This is an optimization exercise on Yosys and OpenROAD, whose aim is small area, a short achievable clock period and few clock cycles, not a production implementation. Only simulation tests tie the RTL to the original design; equivalence was not proved. Power and IR drop assume default switching activity.

==> flow/design.v (excerpt) <==
module dither_core (
    input  wire        clk,
    input  wire        rst,             
    input  wire        start,
    input  wire [1:0]  cfg_mode,        
    input  wire        cfg_invert,
    input  wire        cfg_frame,
    input  wire        cfg_pack,        
    input  wire [7:0]  cfg_threshold,
    input  wire [15:0] cfg_width,
    input  wire [15:0] cfg_height,
    output reg         busy,
    output reg         done,
    output reg         error,
    input  wire        in_valid,
    output reg         in_ready,
    input  wire [15:0] in_data,
    output reg         out_valid,
    input  wire        out_ready,
    output reg  [7:0]  out_data,
    output reg         out_last
);
Size in the first run: about 3500 cells after synthesis, about 2000 flip-flops, ~80 I/O pins, roughly 52000 um^2 of cells after synthesis.
clock: 24.0 ns
lec_check: 0
cap_margin: 20
core_margin: 2
core_utilization: 60
place_density: 0.75
slew_margin: 20
standard.sh (not shown) runs the stock make flow with config.mk's settings and CLKGATE_MAP_FILE= SYNTH_SCRIPT=/design/flow/synth_recipe.tcl, a recipe that flattens the netlist after the stock synthesis.
==> flow/flow/run.sh <==
#!/bin/bash
# Own layout flow: the standard synthesis and ORFS steps, with the timing
# repair asked to keep a setup margin (the clock and constraints are the standard flow's).
set -euo pipefail
bash standard.sh synth > synth.log 2>&1
bash standard.sh SETUP_SLACK_MARGIN=18.15 "BUFFER_PORTS_ARGS=-buffer_cell sky130_fd_sc_hd__buf_2" \
  "CTS_ARGS=-sink_clustering_enable -repair_clock_nets -sink_clustering_size 20 -sink_clustering_max_diameter 60 -dont_use_dummy_load -sink_clustering_buffer sky130_fd_sc_hd__clkbuf_8" \
  finish > layout.log 2>&1
Testbench counts at the start, summed over its fixed seeds: cycles 111,708.
Rerun with:
==> flow/flow/run.sh (replaced) <==
#!/bin/bash
# Own layout flow: the standard synthesis and ORFS steps, with the timing
# repair asked to keep a setup margin (the clock and constraints are the standard flow's).
set -euo pipefail
bash standard.sh synth > synth.log 2>&1
bash standard.sh SETUP_SLACK_MARGIN=18 "BUFFER_PORTS_ARGS=-buffer_cell sky130_fd_sc_hd__buf_2" \
  "CTS_ARGS=-sink_clustering_enable -repair_clock_nets -sink_clustering_size 24 -sink_clustering_max_diameter 40 -dont_use_dummy_load -sink_clustering_buffer sky130_fd_sc_hd__clkbuf_16" \
  finish > layout.log 2>&1
The new run ran to the end with no violations.
Setup slack gets worse by 0.030 ns.
Synthesized cell count does not change.
First-iteration DRC count came out higher by a few percent.
Core utilization grows by 2.2 points.
Global-route usage rises by 1.3 points.
Critical path depth is unchanged.
Sequential share of layout area goes down by 2.4 points.
Cell area rises by a few percent.
Die area stays the same.
Area after synthesis stays the same.
Rerun with:
==> flow/flow/run.sh (replaced) <==
#!/bin/bash
# Own layout flow: the standard synthesis and ORFS steps, with the timing
# repair asked to keep a setup margin (the clock and constraints are the standard flow's).
set -euo pipefail
bash standard.sh synth > synth.log 2>&1
bash standard.sh SETUP_SLACK_MARGIN=18 "BUFFER_PORTS_ARGS=-buffer_cell sky130_fd_sc_hd__buf_2" \
  "CTS_ARGS=-sink_clustering_enable -repair_clock_nets -sink_clustering_size 20 -sink_clustering_max_diameter 60 -dont_use_dummy_load -sink_clustering_buffer sky130_fd_sc_hd__clkbuf_8 -sink_clustering_levels 1" \
  finish > layout.log 2>&1
=> First-iteration DRC count went up by 3.0%; sequential share of layout area went up by 2.6 points; worst hold slack improved by 0.035 ns; clock-buffer cell count went down by 31; wire length went down by 5.4%; final cell count went down by 0.66%; setup slack improved by 0.035 ns; area after synthesis is unchanged; cell area went down by 3.5%; fmax went up by 0.58%; global-route usage went down by 1.1 points.
Rerun with:
==> flow/flow/run.sh (replaced) <==
#!/bin/bash
# Own layout flow: the standard synthesis and ORFS steps, with the timing
# repair asked to keep a setup margin (the clock and constraints are the standard flow's).
set -euo pipefail
bash standard.sh synth > synth.log 2>&1
bash standard.sh SETUP_SLACK_MARGIN=18 "BUFFER_PORTS_ARGS=-buffer_cell sky130_fd_sc_hd__buf_2" \
  "CTS_ARGS=-sink_clustering_enable -repair_clock_nets -sink_clustering_size 20 -sink_clustering_max_diameter 60 -dont_use_dummy_load -sink_clustering_buffer sky130_fd_sc_hd__clkbuf_8" \
  finish > layout.log 2>&1
What happened:
- utilization does not change
- power stays the same
- maximum frequency does not change
- final cell count is unchanged
- hold slack is unchanged
- wire length does not change
- global-route usage does not change
- setup slack is unchanged
- count of clock-buffer cells in the layout stays the same

==> separate check: timing with driven ports <==
How much do the figures lean on ideal ports? The routed layouts below were timed once more, with nothing changed but the port constraints.
Step 1 assumes that a clkbuf_16 drives the clock port and a buf_2 every other input.
Step 2 moves the port delays by t, midway between the first and last clock arrival at a register: inputs arrive t later, outputs are due t later. That takes back most of the time a late clock gives input paths.
a / b / c = no drivers / after step 1 / after step 2; a / b = the first two.
| run | t, ns | slack for setup (ns) | worst slew at a driven data input, ns | pins driven straight from the clock port |
|---|---|---|---|---|
| the first run | 0.673 | 17.993 / 17.929 / 17.685 | 0.05 | 1 |
| the second run | 0.760 | 17.963 / 17.901 / 17.428 | 0.04 | 1 |
| the third run | 0.682 | 17.998 / 17.937 / 17.533 | 0.04 | 1 |
| the fourth run | 0.682 | 17.998 / 17.937 / 17.533 | 0.04 | 1 |
After both steps setup and hold are still met in every run listed. The setup slack of the second run, which loses most, moves by -0.062 ns with the drivers and by -0.535 ns with both steps.
